Context: an optimization exercise on an open-source flow, tuned for small area, a short achievable clock period and few clock cycles per item. The choices shown serve that exercise and are no tape-out recipe. No functional check of the RTL was part of any run shown here. Power is estimated from default activity; no workload was simulated.

==> flow/design.v, too long to show whole: its modules and the start of the top module <==
// module mag_preamble: 2023 lines
module mag_preamble (
    input  wire        clk,
    input  wire        rst,           
    input  wire        in_valid,
    output wire        in_ready,
    input  wire [7:0]  in_i,
    input  wire [7:0]  in_q,
    output wire        out_valid,
    input  wire        out_ready,
    output wire [15:0] out_mag,
    output wire [3:0]  out_verdict
);
  // ...
==> flow/flow/run.sh <==
#!/bin/bash
bash standard.sh SETUP_SLACK_MARGIN=8.6 CTS_CLUSTER_SIZE=24 CTS_CLUSTER_DIAMETER=100 CORE_UTILIZATION=55 PLACE_DENSITY=0.68 finish > standard.log 2>&1
==> flow/standard.sh <==
#!/bin/bash
# synth_recipe.tcl (not shown) runs the flow's synth.tcl, then flattens the netlist and writes it again
# the make line also repeats each setting of config.mk as NAME=value (left out here)
make -C /OpenROAD-flow-scripts/flow DESIGN_CONFIG=/design/flow/config.mk WORK_HOME=/design/flow/orfs CLKGATE_MAP_FILE= SYNTH_SCRIPT=/design/flow/synth_recipe.tcl "${@:-finish}"
==> flow/config.mk <==
export PLATFORM = sky130hd
export DESIGN_NAME = mag_preamble
export DESIGN_NICKNAME = mag_preamble
export VERILOG_FILES = /design/flow/design.v
export SDC_FILE = /design/flow/constraint.sdc
export NUM_CORES = 4
export LEC_CHECK = 0
export CAP_MARGIN = 20
export CORE_MARGIN = 2
export CORE_UTILIZATION = 40
export SLEW_MARGIN = 20
==> flow/constraint.sdc <==
create_clock -name core_clock -period 12.0 [get_ports {clk}]
set_input_delay 2.4000 -clock core_clock [delete_from_list [all_inputs] [get_ports {clk}]]
set_output_delay 2.4000 -clock core_clock [all_outputs]
set_load 0.01 [all_outputs]
==> impl_results.md, run 1 <==
- Status: no timing/DRC/antenna violations
- Share of cells above drive strength 1: 0.0694
- Clk buf depth: 3
- FF/Latch Area: 20,600 um^2
- Remaining global-route overflow: 0
- Crit path kind: flip-flop to flip-flop
- FF-to-FF End: psum[16]
- Worst Hold Depth: 0
- RSZ-0062 raised after global routing: yes
- Worst setup path start: h1[2]
- Die X: 278 um
- Max incr delay on CP: ~0.5 ns
- VDD IR-drop max: 0.000264 V
- Met1 Usage GRT: 0.279
- Fin crit share: 0.305
- Power Clock: roughly 1.5 mW
- Largest delay share family, worst path: compound AO/OA/AOI/OAI gates
- CP max FO: 3
- #FFs+latches synth: ~790
- CTS root buf: clkbuf_16
- GRT Total Usage: 0.201
- Input/output buffers: 41
- Fraction of area in multi-input gates: 0.437
- Req. time, crit path: 12.53 ns
- Synth Area in Compound Gates: 0.105
- Critical-path top delay cell: fa_1
- Routed Antenna Nets: 0
- CP bufs+invs: 0
==> run 2, diff against run 1 <==
--- a/flow/design.v
+++ b/flow/design.v
@@ -1184,16 +1184,17 @@
     always @(posedge clk) begin
         if (rst_w)    m_v <= 1'b0;
         else if (run) m_v <= s13_v;
         if (run) m_mag <= mag_nx;
     end
     wire        arrive = run & m_v & ~rst_w;
     wire [15:0] x = m_mag;
     reg  [15:0] h1, h2, h3, h4, h5, h6, h7, h8, h9, h10, h11;
+    reg  [16:0] pair;         
     reg  [17:0] psum;         
     reg  [17:0] nsum;         
     reg  [17:0] m3;           
     reg  [10:1] g1h;
     reg  [9:1]  l1h;
     reg  [5:1]  p4h;
     reg  [5:1]  p;
     reg  [2:0]  e1, e2, e3, e4;
@@ -1738,50 +1739,76 @@
     end
     reg [3:0] verdict;
     always @(*) begin
         if (e4 != 3'd0 && e4 != 3'd7) verdict = {1'b0, e4};
         else if (!p6n)                verdict = 4'd7;
         else if (e4 == 3'd7)          verdict = 4'd8;
         else                          verdict = 4'd0;
     end
-    wire pq_h73_s = h8[0] ^ h6[0];
-    wire pq_h73_c = h8[0] & h6[0];
-    wire pq_f74_s = h8[1] ^ h6[1] ^ h1[1];
-    wire pq_f74_c = (h8[1] & h6[1]) | (h8[1] & h1[1]) | (h6[1] & h1[1]);
-    wire pq_f75_s = h8[2] ^ h6[2] ^ h1[2];
-    wire pq_f75_c = (h8[2] & h6[2]) | (h8[2] & h1[2]) | (h6[2] & h1[2]);
-    wire pq_f76_s = h8[3] ^ h6[3] ^ h1[3];
-    wire pq_f76_c = (h8[3] & h6[3]) | (h8[3] & h1[3]) | (h6[3] & h1[3]);
-    wire pq_f77_s = h8[4] ^ h6[4] ^ h1[4];
-    wire pq_f77_c = (h8[4] & h6[4]) | (h8[4] & h1[4]) | (h6[4] & h1[4]);
-    wire pq_f78_s = h8[5] ^ h6[5] ^ h1[5];
-    wire pq_f78_c = (h8[5] & h6[5]) | (h8[5] & h1[5]) | (h6[5] & h1[5]);
-    wire pq_f79_s = h8[6] ^ h6[6] ^ h1[6];
-    wire pq_f79_c = (h8[6] & h6[6]) | (h8[6] & h1[6]) | (h6[6] & h1[6]);
-    wire pq_f80_s = h8[7] ^ h6[7] ^ h1[7];
-    wire pq_f80_c = (h8[7] & h6[7]) | (h8[7] & h1[7]) | (h6[7] & h1[7]);
-    wire pq_f81_s = h8[8] ^ h6[8] ^ h1[8];
-    wire pq_f81_c = (h8[8] & h6[8]) | (h8[8] & h1[8]) | (h6[8] & h1[8]);
-    wire pq_f82_s = h8[9] ^ h6[9] ^ h1[9];
-    wire pq_f82_c = (h8[9] & h6[9]) | (h8[9] & h1[9]) | (h6[9] & h1[9]);
-    wire pq_f83_s = h8[10] ^ h6[10] ^ h1[10];
-    wire pq_f83_c = (h8[10] & h6[10]) | (h8[10] & h1[10]) | (h6[10] & h1[10]);
-    wire pq_f84_s = h8[11] ^ h6[11] ^ h1[11];
-    wire pq_f84_c = (h8[11] & h6[11]) | (h8[11] & h1[11]) | (h6[11] & h1[11]);
-    wire pq_f85_s = h8[12] ^ h6[12] ^ h1[12];
-    wire pq_f85_c = (h8[12] & h6[12]) | (h8[12] & h1[12]) | (h6[12] & h1[12]);
-    wire pq_f86_s = h8[13] ^ h6[13] ^ h1[13];
-    wire pq_f86_c = (h8[13] & h6[13]) | (h8[13] & h1[13]) | (h6[13] & h1[13]);
-    wire pq_f87_s = h8[14] ^ h6[14] ^ h1[14];
-    wire pq_f87_c = (h8[14] & h6[14]) | (h8[14] & h1[14]) | (h6[14] & h1[14]);
-    wire pq_f88_s = h8[15] ^ h6[15] ^ h1[15];
-    wire pq_f88_c = (h8[15] & h6[15]) | (h8[15] & h1[15]) | (h6[15] & h1[15]);
-    wire [17:0] padd_a = {1'b0, pq_f88_c, pq_f87_c, pq_f86_c, pq_f85_c, pq_f84_c, pq_f83_c, pq_f82_c, pq_f81_c, pq_f80_c, pq_f79_c, pq_f78_c, pq_f77_c, pq_f76_c, pq_f75_c, pq_f74_c, pq_h73_c, pq_h73_s};
-    wire [17:0] padd_b = {1'b0, 1'b0, pq_f88_s, pq_f87_s, pq_f86_s, pq_f85_s, pq_f84_s, pq_f83_s, pq_f82_s, pq_f81_s, pq_f80_s, pq_f79_s, pq_f78_s, pq_f77_s, pq_f76_s, pq_f75_s, pq_f74_s, h1[0]};
+    wire [16:0] gadd_a = {1'b0, h7};
+    wire [16:0] gadd_b = {1'b0, h5};
+    wire [16:0] gadd_p = gadd_a ^ gadd_b;
+    wire [16:0] gadd_g = gadd_a & gadd_b;
+    wire gadd_g0c = gadd_g[0] | (gadd_p[0] & 1'b0);
+    wire gadd_G1 = gadd_g[1] | (gadd_p[1] & gadd_g0c);
+    wire gadd_G2 = gadd_g[3] | (gadd_p[3] & gadd_g[2]);
+    wire gadd_P2 = gadd_p[3] & gadd_p[2];
+    wire gadd_G3 = gadd_g[5] | (gadd_p[5] & gadd_g[4]);
+    wire gadd_P3 = gadd_p[5] & gadd_p[4];
+    wire gadd_G4 = gadd_g[7] | (gadd_p[7] & gadd_g[6]);
+    wire gadd_P4 = gadd_p[7] & gadd_p[6];
+    wire gadd_G5 = gadd_g[9] | (gadd_p[9] & gadd_g[8]);
+    wire gadd_P5 = gadd_p[9] & gadd_p[8];
+    wire gadd_G6 = gadd_g[11] | (gadd_p[11] & gadd_g[10]);
+    wire gadd_P6 = gadd_p[11] & gadd_p[10];
+    wire gadd_G7 = gadd_g[13] | (gadd_p[13] & gadd_g[12]);
+    wire gadd_P7 = gadd_p[13] & gadd_p[12];
+    wire gadd_G8 = gadd_g[15] | (gadd_p[15] & gadd_g[14]);
+    wire gadd_P8 = gadd_p[15] & gadd_p[14];
+    wire gadd_G9 = gadd_g[2] | (gadd_p[2] & gadd_G1);
+    wire gadd_G10 = gadd_G2 | (gadd_P2 & gadd_G1);
+    wire gadd_G11 = gadd_g[6] | (gadd_p[6] & gadd_G3);
+    wire gadd_P11 = gadd_p[6] & gadd_P3;
+    wire gadd_G12 = gadd_G4 | (gadd_P4 & gadd_G3);
+    wire gadd_P12 = gadd_P4 & gadd_P3;
+    wire gadd_G13 = gadd_g[10] | (gadd_p[10] & gadd_G5);
+    wire gadd_P13 = gadd_p[10] & gadd_P5;
+    wire gadd_G14 = gadd_G6 | (gadd_P6 & gadd_G5);
+    wire gadd_P14 = gadd_P6 & gadd_P5;
+    wire gadd_G15 = gadd_g[14] | (gadd_p[14] & gadd_G7);
+    wire gadd_P15 = gadd_p[14] & gadd_P7;
+    wire gadd_G16 = gadd_G8 | (gadd_P8 & gadd_G7);
+    wire gadd_P16 = gadd_P8 & gadd_P7;
+    wire gadd_G17 = gadd_g[4] | (gadd_p[4] & gadd_G10);
+    wire gadd_G18 = gadd_G3 | (gadd_P3 & gadd_G10);
+    wire gadd_G19 = gadd_G11 | (gadd_P11 & gadd_G10);
+    wire gadd_G20 = gadd_G12 | (gadd_P12 & gadd_G10);
+    wire gadd_G21 = gadd_g[12] | (gadd_p[12] & gadd_G14);
+    wire gadd_P21 = gadd_p[12] & gadd_P14;
+    wire gadd_G22 = gadd_G7 | (gadd_P7 & gadd_G14);
+    wire gadd_P22 = gadd_P7 & gadd_P14;
+    wire gadd_G23 = gadd_G15 | (gadd_P15 & gadd_G14);
+    wire gadd_P23 = gadd_P15 & gadd_P14;
+    wire gadd_G24 = gadd_G16 | (gadd_P16 & gadd_G14);
+    wire gadd_P24 = gadd_P16 & gadd_P14;
+    wire gadd_G25 = gadd_g[8] | (gadd_p[8] & gadd_G20);
+    wire gadd_G26 = gadd_G5 | (gadd_P5 & gadd_G20);
+    wire gadd_G27 = gadd_G13 | (gadd_P13 & gadd_G20);
+    wire gadd_G28 = gadd_G14 | (gadd_P14 & gadd_G20);
+    wire gadd_G29 = gadd_G21 | (gadd_P21 & gadd_G20);
+    wire gadd_G30 = gadd_G22 | (gadd_P22 & gadd_G20);
+    wire gadd_G31 = gadd_G23 | (gadd_P23 & gadd_G20);
+    wire gadd_G32 = gadd_G24 | (gadd_P24 & gadd_G20);
+    wire gadd_G33 = gadd_g[16] | (gadd_p[16] & gadd_G32);
+    wire [16:0] gadd_c = {gadd_G32, gadd_G31, gadd_G30, gadd_G29, gadd_G28, gadd_G27, gadd_G26, gadd_G25, gadd_G20, gadd_G19, gadd_G18, gadd_G17, gadd_G10, gadd_G9, gadd_G1, gadd_g0c, 1'b0};
+    wire [16:0] gadd_s = gadd_p ^ gadd_c;
+    wire gadd_co = gadd_G33;
+    wire [17:0] padd_a = {1'b0, pair};
+    wire [17:0] padd_b = {2'b00, h1};
     wire [17:0] padd_p = padd_a ^ padd_b;
     wire [17:0] padd_g = padd_a & padd_b;
     wire padd_g0c = padd_g[0] | (padd_p[0] & 1'b0);
     wire padd_G1 = padd_g[1] | (padd_p[1] & padd_g0c);
     wire padd_G2 = padd_g[3] | (padd_p[3] & padd_g[2]);
     wire padd_P2 = padd_p[3] & padd_p[2];
     wire padd_G3 = padd_g[5] | (padd_p[5] & padd_g[4]);
     wire padd_P3 = padd_p[5] & padd_p[4];
@@ -1959,28 +1986,30 @@
     wire [17:0] m3add_s = m3add_p ^ m3add_c;
     wire m3add_co = m3add_G35;
     always @(posedge clk) begin
         if (rst_w) begin
             h1 <= 16'd0; h2 <= 16'd0; h3 <= 16'd0; h4 <= 16'd0; h5 <= 16'd0;
             h6 <= 16'd0; h7 <= 16'd0; h8 <= 16'd0; h9 <= 16'd0; h10 <= 16'd0;
             h11 <= 16'd0;
             nsum <= 18'd0;
+            pair <= 17'd0;
             psum <= 18'd0;
             m3   <= 18'd0;
             g1h <= 10'd0;
             l1h <= 9'd0;
             p4h <= 5'd0;
             p   <= 5'd0;
             e1 <= 3'd1; e2 <= 3'd1; e3 <= 3'd1; e4 <= 3'd1;
         end else if (arrive) begin
             h1 <= x;  h2 <= h1; h3 <= h2; h4 <= h3; h5 <= h4;
             h6 <= h5; h7 <= h6; h8 <= h7; h9 <= h8; h10 <= h9;
             h11 <= h10;
             nsum <= nadd2_s;
+            pair <= gadd_s;
             psum <= padd_s;
             m3   <= m3add_s;
             g1h <= {g1h[9:1], g1};
             l1h <= {l1h[8:1], l1};
             p4h <= {p4h[4:1], p4n};
             p   <= {p5n, p4n, p3n, p2n, g1};
             e1 <= e0; e2 <= e1; e3 <= e2; e4 <= e3;
         end
==> impl_results.md, run 2 <==
- Register area share after synthesis: 0.499 (about the same)
- Critical Path, Cell by Cell: buf_6 (was fa_1, ha_1, nor2b_4, o31a_1, o311a_1, o31a_1, o41a_1, a41o_1, o21ai_1, nand2b_1, ha_2, nand2_1, a21oi_1)
- Ys Warns: 1 (unchanged)
- Clk pwr share: 0.114 (was 0.109)
- Sw Pwr: 5.00 mW (was 4.96 mW)
- Yosys top cell area share: 0.344 (was 0.349)
- VDD IR-drop max: 0.000244 V (was 0.000264 V)
- Fin crit share: 0.298 (was 0.305)
- Antenna violations before repair: 3 (was 0)
- DP HPWL: 58.1 mm (was 52.7 mm)
- Top Usage Layer GRT: met2 (unchanged)
- Clk latency of the worst-skew pair: 0.63 ns (was 0.60 ns)
- Max Slew Vio Count: 0 (unchanged)
- Flop pwr share: 0.376 (was 0.365)
- Crit path kind: flip-flop to output port (was flip-flop to flip-flop)
- Switching Share: 0.371 (was 0.368)
- GRT Total Usage: 0.214 (was 0.201)
- Most frequent cells in the layout: nand2_1, edfxtp_1, ha_1 (unchanged)
- Largest net degree at the start of global routing: 242 (was 193)
- Setup TNS: 0 ns (unchanged)
- DRT Wirelength: 84.8 mm (was 77.6 mm)
- Biggest regs: c_x: 26 flops, s1_x: 20 flops (unchanged)
- Initial DRC Count: 1,850 (was 1,641)
- Crit path DAT: 1.18 ns (was 4.19 ns)
- Combinational group share of total power: 0.510 (was 0.526)
- Input/output buffers: 41 (unchanged)
- Worst setup EP type: output port (was flip-flop)
- First-pass GRT wire length: 134 mm (was 128 mm)
- Drt pass-1 iters: 5 (unchanged)
- Hold Buf Count CTS: 0 (unchanged)
- Avg WL per Cell: 17.2 um (was 16.1 um)
- Multiplexer share of the synthesized area: 0.00552 (was 0.00560)
- #FFs+latches synth: 806 (was 789)
- Drc violations: 0 (unchanged)
- Pleak: 18.2 nW (about the same)
- IO Pins: 42 (unchanged)
- Share of cells above drive strength 1: 0.0613 (was 0.0694)
- RSZ-0062 raised after global routing: yes (unchanged)
- PwrDens: 297 nW/um^2 (was 301 nW/um^2)
- Top reg by flops: c_x (unchanged)
- Synth Area in Compound Gates: 0.104 (was 0.105)
- Starting Density: 0.554 (was 0.555)
- Final count of hold timing violations: 0 (unchanged)
- Die X: 280 um (was 278 um)
- Row Count: 101 (was 100)
- Post-Syn Area: 41,900 um^2 (was 41,300 um^2)
- Total of max-cap violations: 0 (unchanged)
- Clk_skew: 0.0413 ns (was 0.0369 ns)
- Critical-path top delay cell: dfxtp_4 (was fa_1)
- Fmax: 279 MHz (was 273 MHz)
- Antenna cells: 0 (unchanged)
- TritonCTS clock tree: done (unchanged)
- Clock sink count: 806 (was 789)
- Met2 usage: 0.351 (was 0.343)
- Commonest non-fill, non-tap cell in the layout: nand2_1 (unchanged)
- Max incr delay on CP: 0.43 ns (was 0.50 ns)
- Met1 Usage GRT: 0.307 (was 0.279)
- Clk buf depth: 3 (unchanged)
- CP max FO: 1 (was 3)
- Hold Path Class: flip-flop to flip-flop (unchanged)
- Die area: 78,500 um^2 (was 77,300 um^2)
- Die Ht: 280 um (was 278 um)
- Final hold slack: 0.422 ns (was 0.423 ns)
- Post-Synth Simple-Gate Area: 0.117 (was 0.112)
- CTS root buf: clkbuf_16 (unchanged)
- CP startpoint kind: flip-flop (unchanged)
- Worst Max-Slew Pin Slew: 1.19 ns (was 1.20 ns)
- Worst-path clk slew: 0.10 ns (about the same)
- Worst path depth: 1 (was 13)
- Reg2reg path depth: 12 (was 13)
- Vias in the first global route: 25,387 (was 25,428)
- Final min period: 3.58 ns (was 3.66 ns)
- Placer's final routability congestion estimate: 0.840 (was 0.810)
- Async SR Flop Fraction: 0 (unchanged)
- Worst Hold Depth: 0 (unchanged)
- CTS Buf Count: 40 (was 39)
- Nets: 4,461 (was 4,382)
- Synth Area in XOR/XNOR: 0.0647 (was 0.0655)
- Remaining global-route overflow: 0 (unchanged)
- H-tree depth: 2 (unchanged)
- Largest register FFs: 26 (unchanged)
- CP bufs+invs: 1 (was 0)
- Final setup fails: 0 (unchanged)
- Largest delay share family, worst path: flip-flops (was compound AO/OA/AOI/OAI gates)
- Area grow syn2layout: 8.25% (was 8.60%)
- Syn Inst Count: 3,895 (was 3,790)
- Top post-synthesis cells by area: edfxtp_1, dfxtp_1, ha_1, nand2_1, xnor2_1 (was edfxtp_1, dfxtp_1, ha_1, nand2_1, fa_1)
- Routed Antenna Nets: 0 (unchanged)
- DR vias: 27,139 (was 26,441)
- Cell taking the most area after synthesis: edfxtp_1 (unchanged)
- DR vias/cell: 5.51 (was 5.48)
- Fill cells: 6,199 (was 6,097)
- Most common cell in the netlist: nand2_1 (unchanged)
- Internal Power: 8.48 mW (was 8.54 mW)
- Slew margin rel.: 0.205 (was 0.198)
- Req. time, crit path: 9.60 ns (was 12.53 ns)
- Status: no timing/DRC/antenna violations (unchanged)
- Routing usage on met3: 0.0185 (was 0.0167)
- Syn_area_per_cell: 10.8 um^2 (was 10.9 um^2)
- Top cells by count, synth: nand2_1, edfxtp_1, ha_1 (unchanged)
- Most used DFF post-synth: edfxtp_1 (unchanged)
- EDFF count, synth: 480 (unchanged)
- Syn Nets: 4,435 (was 4,327)
- Unique masters post-synth: 70 (was 81)
- Adder-cell area share of the yosys netlist: 0.172 (was 0.176)
- Largest family of logic cells by synthesized area: adder cells (unchanged)
- Core area: 75,700 um^2 (was 74,400 um^2)
run 2: changes by cell type in the layout (fill, tap and decap cells not counted), moves of 13 or more:
| cell | previous run | this run |
|---|---|---|
| o21ai_0 | 47 | 97 |
| nor2_1 | 147 | 177 |
| o21ai_1 | 27 | 2 |
| ha_1 | 401 | 419 |
| a21o_1 | 72 | 55 |
| nand3_1 | 34 | 50 |
| buf_4 | 80 | 65 |
| dfxtp_1 | 288 | 301 |
run 2: final cells by class:
| type | instances | area (um^2) | share of cell area |
|---|---|---|---|
| clock buffers | 62 | 1080 | 0.0239 |
| clock inverters | 8 | 91.3 | 0.00201 |
| inverters | 275 | 1040 | 0.0228 |
| multi-input cells | 2683 | 19800 | 0.437 |
| flip-flops and latches | 806 | 21000 | 0.463 |
| well taps | 978 | 1220 | 0.0270 |
| repair buffers | 115 | 1100 | 0.0243 |
run 2: logic make-up after synthesis:
group                    count (synthesis)
adder cells (fa/ha/maj)                520
flip-flops                             806
AO/OA/AOI/OAI                          715
multiplexers                            23
buffers and inverters                  410
AND/OR/NAND/NOR                       1111
XOR/XNOR                               310
run 2: layer usage:
metal | vias up | share of wire
li1 | 13563 | -
met1 | 12994 | 0.46
met2 | 493 | 0.47
met3 | 89 | 0.050
met4 | 0 | 0.021
met5 | - | 0
run 2: worst paths after layout:
path              slack [ns]     start    endpoint
setup / recovery        8.42  o_mag[3]  out_mag[3]
hold / removal          0.42   s2_x[6]     s3_x[6]
hold reg to reg         0.42   s2_x[6]     s3_x[6]
setup reg to reg        8.52    b_n[2]     c_x[22]
run 2: stage by stage:
step	cell area [um^2]	setup slack, ns	cells	total power [mW]	util
after floorplan	42000	3.89	3895	9.88	-
after global placement	43200	7.66	4791	11.1	0.571
after detailed placement	43200	7.62	4791	11.3	0.571
after CTS	44900	8.40	4894	13.2	0.593
after global routing	45400	8.40	4927	14.6	0.600
final	45400	8.42	4927	13.5	0.600
run 2: power groups by stage:
stage | clock (mW) | combinational, mW | sequential (mW)
finish | 1.53 | 6.88 | 5.07
detailed placement | 0 | 6.12 | 5.21
floorplan | 0 | 5.07 | 4.81
global placement | 0 | 5.94 | 5.19
CTS | 1.58 | 6.47 | 5.11
global route | 1.67 | 7.81 | 5.16
run 2: what timing repair did:
action	in CTS	in global routing
resized for setup	174	43
setup endpoints to repair	98	166
gates cloned	4	1
setup buffers	29	32
pin swaps	7	34

-- re-timing with driven ports --
How much do the figures lean on ideal ports? The routed layouts below were timed once more, with nothing changed but the port constraints.
Step 1 (the two cells are an assumption about what drives the block):
set clk [get_ports {clk}]
set_driving_cell -lib_cell sky130_fd_sc_hd__clkbuf_16 $clk
set_driving_cell -lib_cell sky130_fd_sc_hd__buf_2 [delete_from_list [all_inputs] $clk]
Step 2 adds t to the input delays and takes it off the output delays; t is the mean of the earliest and latest rising clock arrival at the registers after step 1. Input paths then give back, and output paths get back, about the clock's delay inside the block.
a / b / c = ideal ports / drivers / drivers and shift; a / b = the first two.
| run | shift t [ns] | setup slack, ns | hold slack, ns | worst setup path at the end | worst data-port slew with drivers (ns) |
|---|---|---|---|---|---|
| run 1 | 0.652 | 8.341 / 8.341 / 8.011 | 0.423 / 0.423 / 0.423 | input to register | 0.05 |
| run 2 | 0.674 | 8.418 / 8.354 / 8.235 | 0.422 / 0.422 / 0.422 | input to register | 0.04 |
After both steps every run listed still meets setup and hold. The setup slack of run 1, which loses most, moves by 0.000 ns with the drivers and by -0.330 ns with both steps.
